This is an optimization exercise on Yosys and OpenROAD, whose aim is small area, a short achievable clock period and few clock cycles per item, not a production implementation.
The RTL was checked by simulation tests, not by an equivalence proof against the original design.

==> trial 59 <==
==> flow/design.v <==
module qrow_decoder (
    input  wire         clk,
    input  wire         rst_n,
    input  wire         in_valid,
    output wire         in_ready,
    input  wire [127:0] in_bits,
    input  wire [7:0]   in_avail,
    output reg          out_valid,
    input  wire         out_ready,
    output wire         out_err,
    output wire [6:0]   out_len,
    output wire         out_is_last,
    output wire         out_is_neighbor,
    output wire [7:0]   out_qrow,
    output wire [15:0]  out_hitmap,
    output wire [63:0]  out_tot
);
    genvar g;
    function automatic [7:0] add8(input [7:0] x, input [7:0] y);
        reg [7:0] gg, pp, gn, pn;
        integer i, d;
        begin
            gg = x & y;
            pp = x ^ y;
            for (d = 1; d < 8; d = d * 2) begin
                gn = gg;
                pn = pp;
                for (i = d; i < 8; i = i + 1) begin
                    gn[i] = gg[i] | (pp[i] & gg[i-d]);
                    pn[i] = pp[i] & pp[i-d];
                end
                gg = gn;
                pp = pn;
            end
            add8 = (x ^ y) ^ {gg[6:0], 1'b0};
        end
    endfunction
    function automatic le8(input [7:0] x, input [7:0] y);
        reg [7:0] gt, eq, gn, en;
        integer i, d;
        begin
            gt = x & ~y;
            eq = ~(x ^ y);
            for (d = 1; d < 8; d = d * 2) begin
                gn = gt;
                en = eq;
                for (i = d; i < 8; i = i + 1) begin
                    gn[i] = gt[i] | (eq[i] & gt[i-d]);
                    en[i] = eq[i] & eq[i-d];
                end
                gt = gn;
                eq = en;
            end
            le8 = ~gt[7];
        end
    endfunction
    function automatic [3:0] pop8(input [7:0] x);
        reg s1, c1, s2, c2, s3, c3, s4, c4, s5, c5, s6, c6;
        begin
            {c1, s1} = x[0] + x[1] + x[2];
            {c2, s2} = x[3] + x[4] + x[5];
            {c3, s3} = x[6] + x[7];
            {c4, s4} = s1 + s2 + s3;             
            {c5, s5} = c1 + c2 + c3;             
            {c6, s6} = s5 + c4;                  
            pop8 = {c5 & c6, c5 ^ c6, s6, s4};
        end
    endfunction
    wire        is_nb = in_bits[126];
    wire [29:0] v;
    generate
        for (g = 0; g < 30; g = g + 1) begin : g_v
            assign v[g] = is_nb ? in_bits[125 - g] : in_bits[117 - g];
        end
    endgenerate
    wire [7:0]  px0, px1;
    wire [3:0]  q0, q1;
    qrow_decoder_quadrow u_r0 (.b(v[15:2]), .px(px0), .l(q0));
    wire [3:0]  l0 = v[0] ? q0 : 4'd0;
    wire [13:0] b1 = v[29:2] >> l0;
    qrow_decoder_quadrow u_r1 (.b(b1), .px(px1), .l(q1));
    wire [3:0]  l1 = v[1] ? q1 : 4'd0;
    wire [15:0] hm = {v[1] ? px1 : 8'd0, v[0] ? px0 : 8'd0};
    wire [3:0]  hc0 = pop8(hm[7:0]);
    wire [7:0]  a4  = add8({4'd0, l0}, {4'd0, !is_nb, 3'd4});      
    wire [7:0]  b4  = add8(a4, {2'd0, hc0, 2'b00});                
    reg [103:0] rb;          
    reg [7:0]   ra;          
    reg [15:0]  h;           
    reg [5:0]   r_a4;        
    reg [6:0]   r_b4;        
    reg [3:0]   rl1;         
    assign in_ready = !out_valid || out_ready;
    wire load = in_valid && (!out_valid || out_ready);
    always @(posedge clk) begin
        if (!rst_n)
            out_valid <= 1'b0;
        else
            out_valid <= in_valid || (out_valid && !out_ready);
    end
    integer i;
    always @(posedge clk) begin
        if (load) begin
            for (i = 0; i < 104; i = i + 1)
                rb[i] <= in_bits[127 - i];
            ra  <= in_avail;
            h   <= hm;
            r_a4 <= a4[5:0];
            r_b4 <= b4[6:0];
            rl1 <= l1;
        end
    end
    wire [7:0]  u0 = add8({2'd0, r_a4}, {4'd0, rl1});    
    wire [7:0]  u1 = add8({1'd0, r_b4}, {4'd0, rl1});    
    wire [62:0] x5 = {rb[62:40], u0[5] ? rb[71:32] : rb[39:0]};
    wire [46:0] x4 = u0[4] ? x5[62:16] : x5[46:0];
    wire [38:0] x3 = u0[3] ? x4[46:8]  : x4[38:0];
    wire [34:0] x2 = u0[2] ? x3[38:4]  : x3[34:0];
    wire [32:0] x1 = u0[1] ? x2[34:2]  : x2[32:0];
    wire [31:0] t0 = u0[0] ? x1[32:1]  : x1[31:0];
    wire [94:0] y6 = {rb[94:40], u1[6] ? rb[103:64] : rb[39:0]};
    wire [62:0] y5 = u1[5] ? y6[94:32] : y6[62:0];
    wire [46:0] y4 = u1[4] ? y5[62:16] : y5[46:0];
    wire [38:0] y3 = u1[3] ? y4[46:8]  : y4[38:0];
    wire [34:0] y2 = u1[2] ? y3[38:4]  : y3[34:0];
    wire [32:0] y1 = u1[1] ? y2[34:2]  : y2[32:0];
    wire [31:0] t1 = u1[0] ? y1[32:1]  : y1[31:0];
    wire [3:0]  c1  = pop8(h[15:8]);
    wire [7:0]  len = add8(u1, {2'd0, c1, 2'b00});
    wire        ok  = le8(len, ra);
    wire [15:0] hit = ok ? h : 16'd0;
    assign out_err         = !ok;
    assign out_len         = ok ? len[6:0] : 7'd0;
    assign out_is_last     = ok & rb[0];
    assign out_is_neighbor = ok & rb[1];
    assign out_qrow        = (ok & !rb[1]) ? {rb[2], rb[3], rb[4], rb[5], rb[6], rb[7], rb[8], rb[9]} : 8'd0;
    assign out_hitmap      = hit;
    wire [31:0] rr [0:1];
    assign rr[0] = t0;
    assign rr[1] = t1;
    wire [63:0] n;                   
    generate
        for (g = 0; g < 2; g = g + 1) begin : g_row
            wire [7:0]  m   = h[8*g +: 8];
            wire [2:0]  cq  = (m[0] + m[1]) + (m[2] + m[3]);
            wire [15:0] q0  = rr[g][15:0];
            wire [15:0] q1  = rr[g][31:0] >> {cq, 2'b00};
            wire [31:0] qq  = {q1, q0};
            genvar hq;
            for (hq = 0; hq < 2; hq = hq + 1) begin : g_quad
                wire [3:0]  mq = m[4*hq +: 4];
                wire [15:0] s  = qq[16*hq +: 16];
                wire [7:0]  p0 = s[7:0];
                wire [7:0]  p1 = (mq[0] & mq[1]) ? s[15:8] : (mq[0] | mq[1]) ? s[11:4] : s[7:0];
                wire [15:0] pp = {p1, p0};
                genvar e;
                for (e = 0; e < 2; e = e + 1) begin : g_pair
                    wire [7:0] u = pp[8*e +: 8];
                    wire       a = mq[2*e];
                    assign n[32*g + 16*hq + 8*e +: 4]     = u[3:0];
                    assign n[32*g + 16*hq + 8*e + 4 +: 4] = a ? u[7:4] : u[3:0];
                end
            end
        end
        for (g = 0; g < 16; g = g + 1) begin : g_tot
            assign out_tot[4*g + 3] = hit[g] & n[4*g + 0];
            assign out_tot[4*g + 2] = hit[g] & n[4*g + 1];
            assign out_tot[4*g + 1] = hit[g] & n[4*g + 2];
            assign out_tot[4*g + 0] = hit[g] & n[4*g + 3];
        end
    endgenerate
endmodule
module qrow_decoder_quadrow (
    input  wire [13:0] b,
    output wire [7:0]  px,
    output wire [3:0]  l
);
    wire [15:0] bb = {2'b00, b};
    reg  [15:0] p [1:7];     
    reg  [1:0]  m [1:6];     
    integer j, k;
    always @* begin
        for (k = 1; k <= 7; k = k + 1) p[k] = 16'd0;
        p[1][2] = 1'b1;
        for (k = 1; k < 7; k = k + 1)
            for (j = 3; j < 16; j = j + 1)
                p[k+1][j] = (p[k][j-1] & ~bb[j-1]) | (p[k][j-2] & bb[j-2]);
        for (k = 1; k <= 6; k = k + 1) begin
            m[k][1] = |(p[k] & bb);
            m[k][0] = ~m[k][1] | |(p[k][14:0] & bb[15:1]);
        end
    end
    wire       qa = b[0], qb = b[1];
    wire [1:0] pa = qa ? m[1] : 2'b00;
    wire [1:0] pb = qb ? (qa ? m[2] : m[1]) : 2'b00;
    wire [3:0] pr = {pb[0], pb[1], pa[0], pa[1]};     
    reg  [7:0]  sel;
    reg  [7:0]  x;
    reg  [15:0] pe;
    integer t, i;
    always @* begin
        sel = 8'd0;
        sel[1] = ~qa & ~qb; sel[2] = qa ^ qb; sel[3] = qa & qb;
        x = 8'd0;
        for (t = 0; t < 4; t = t + 1) begin
            for (i = 1; i <= 6; i = i + 1) begin
                x[2*t]     = x[2*t]     | (pr[t] & sel[i] & m[i][1]);
                x[2*t + 1] = x[2*t + 1] | (pr[t] & sel[i] & m[i][0]);
            end
            if (pr[t]) sel = {sel[6:0], 1'b0};
        end
        pe = 16'd0;
        for (i = 1; i <= 7; i = i + 1)
            if (sel[i]) pe = pe | p[i];
    end
    assign px = x;
    assign l = {|pe[15:8],
                |{pe[15:12], pe[7:4]},
                |{pe[15:14], pe[11:10], pe[7:6], pe[3:2]},
                |{pe[15], pe[13], pe[11], pe[9], pe[7], pe[5], pe[3], pe[1]}};
endmodule
==> flow/flow/run.sh <==
#!/bin/bash
# The standard layout, run with three changes that leave the clock and
# constraints as they are:
#  - synthesis maps the logic with an area-oriented ABC script (flops and
#    their names come out of Yosys exactly as in the standard synthesis);
#  - plain port buffers;
#  - setup repair aimed well inside the clock period.
# The make output goes to make_flow.log; each ORFS step keeps its own log
# under orfs/logs.
set -euo pipefail
W=$(pwd)
rm -rf "$W/scripts_area"
cp -r "$FLOW_HOME/scripts" "$W/scripts_area"
cat > "$W/scripts_area/abc_area.script" <<'EOA'
strash
dch
amap
EOA
bash standard.sh "SCRIPTS_DIR=$W/scripts_area" "SETUP_SLACK_MARGIN=19" "BUFFER_PORTS_ARGS=-buffer_cell sky130_fd_sc_hd__buf_1" finish > make_flow.log 2>&1
==> flow/standard.sh <==
#!/bin/bash
# synth_recipe.tcl (not shown) runs the flow's synth.tcl, then flattens the netlist and writes it again
# the make line also repeats each setting of config.mk as NAME=value (left out here)
make -C /OpenROAD-flow-scripts/flow DESIGN_CONFIG=/design/flow/config.mk WORK_HOME=/design/flow/orfs CLKGATE_MAP_FILE= SYNTH_SCRIPT=/design/flow/synth_recipe.tcl "${@:-finish}"
==> flow/config.mk <==
export PLATFORM = sky130hd
export DESIGN_NAME = qrow_decoder
export DESIGN_NICKNAME = qrow_decoder
export VERILOG_FILES = /design/flow/design.v
export SDC_FILE = /design/flow/constraint.sdc
export NUM_CORES = 4
export LEC_CHECK = 0
export ABC_AREA = 1
export CAP_MARGIN = 20
export CORE_MARGIN = 2
export CORE_UTILIZATION = 50
export CTS_BUF_LIST = sky130_fd_sc_hd__clkbuf_8
export CTS_CLUSTER_SIZE = 40
export PLACE_DENSITY = 0.6
export SETUP_SLACK_MARGIN = 0.3
export SLEW_MARGIN = 20
==> flow/constraint.sdc <==
create_clock -name core_clock -period 32.0 [get_ports {clk}]
set_input_delay 6.4000 -clock core_clock [delete_from_list [all_inputs] [get_ports {clk}]]
set_output_delay 6.4000 -clock core_clock [all_outputs]
set_load 0.01 [all_outputs]
==> inputs of trial 81, as changes to trial 59 <==
--- a/flow/flow/run.sh
+++ b/flow/flow/run.sh
@@ -16,4 +16,4 @@
 dch
 amap
 EOA
-bash standard.sh "SCRIPTS_DIR=$W/scripts_area" "SETUP_SLACK_MARGIN=19" "BUFFER_PORTS_ARGS=-buffer_cell sky130_fd_sc_hd__buf_1" finish > make_flow.log 2>&1
+bash standard.sh "SCRIPTS_DIR=$W/scripts_area" "SETUP_SLACK_MARGIN=19" "BUFFER_PORTS_ARGS=-buffer_cell sky130_fd_sc_hd__buf_2" finish > make_flow.log 2>&1
--- a/flow/config.mk
+++ b/flow/config.mk
@@ -8,9 +8,7 @@
 export ABC_AREA = 1
 export CAP_MARGIN = 20
 export CORE_MARGIN = 2
-export CORE_UTILIZATION = 50
-export CTS_BUF_LIST = sky130_fd_sc_hd__clkbuf_8
-export CTS_CLUSTER_SIZE = 40
-export PLACE_DENSITY = 0.6
+export CORE_UTILIZATION = 30
+export PLACE_DENSITY = 0.35
 export SETUP_SLACK_MARGIN = 0.3
 export SLEW_MARGIN = 20
==> notes.md <==
* Placed Cells at 2514
* Met1 Use GR at 47.5%
* Clk Latency, worst-skew pair at 0.49 ns
* Routed WL per cell at 23.1 um
* Ant. Diodes at 1
* Dpl cell area at 16600 um2
* Final instance area at 18200 um2
* P&R area growth vs syn at 22.0%
* Status: finished clean
* Rows at between 60 and 70
[end of results for trial 59]
==> notes.md <==
* Status: finished clean
* Rows at 81
* P&R area growth vs syn at 28.3%
* Syn avg cell area at 7.93 um2
* Met1 Use GR at 35.0%
* Routed WL per cell at around 24 um
* Ant. Diodes at 0
* Final instance area at 19100 um2
[end of results for trial 81]
Testbench counts of trial 59, summed over its fixed seeds: cycles 24,008, items 24,000.
Testbench counts of trial 81, summed over its fixed seeds: cycles 24,008, items 24,000.

==> separate check: timing with driven ports <==
Ports are ideal in the flow. The routed layouts listed here were re-timed in OpenROAD.
Step 1 (the two cells are an assumption about what drives the block):
set clk [get_ports {clk}]
set_driving_cell -lib_cell sky130_fd_sc_hd__clkbuf_16 $clk
set_driving_cell -lib_cell sky130_fd_sc_hd__buf_2 [delete_from_list [all_inputs] $clk]
Step 2 times the ports against the registers' clock, not the clock port: input delays grow and output delays shrink by t, the midpoint of the rising clock arrivals with the driver on.
Slacks: ideal ports / drivers / drivers and shift; pairs: ideal ports / drivers.
run	t (ns)	slack for setup (ns)	clock arrival spread, ns
trial 59	0.525	18.816 / 18.778 / 18.698	0.022 / 0.022
trial 81	0.516	18.826 / 18.786 / 18.668	0.039 / 0.039
After both steps setup and hold are still met in every run listed. For trial 81, which loses most, drivers alone change the setup slack by -0.040 ns; drivers and shift together by -0.158 ns.
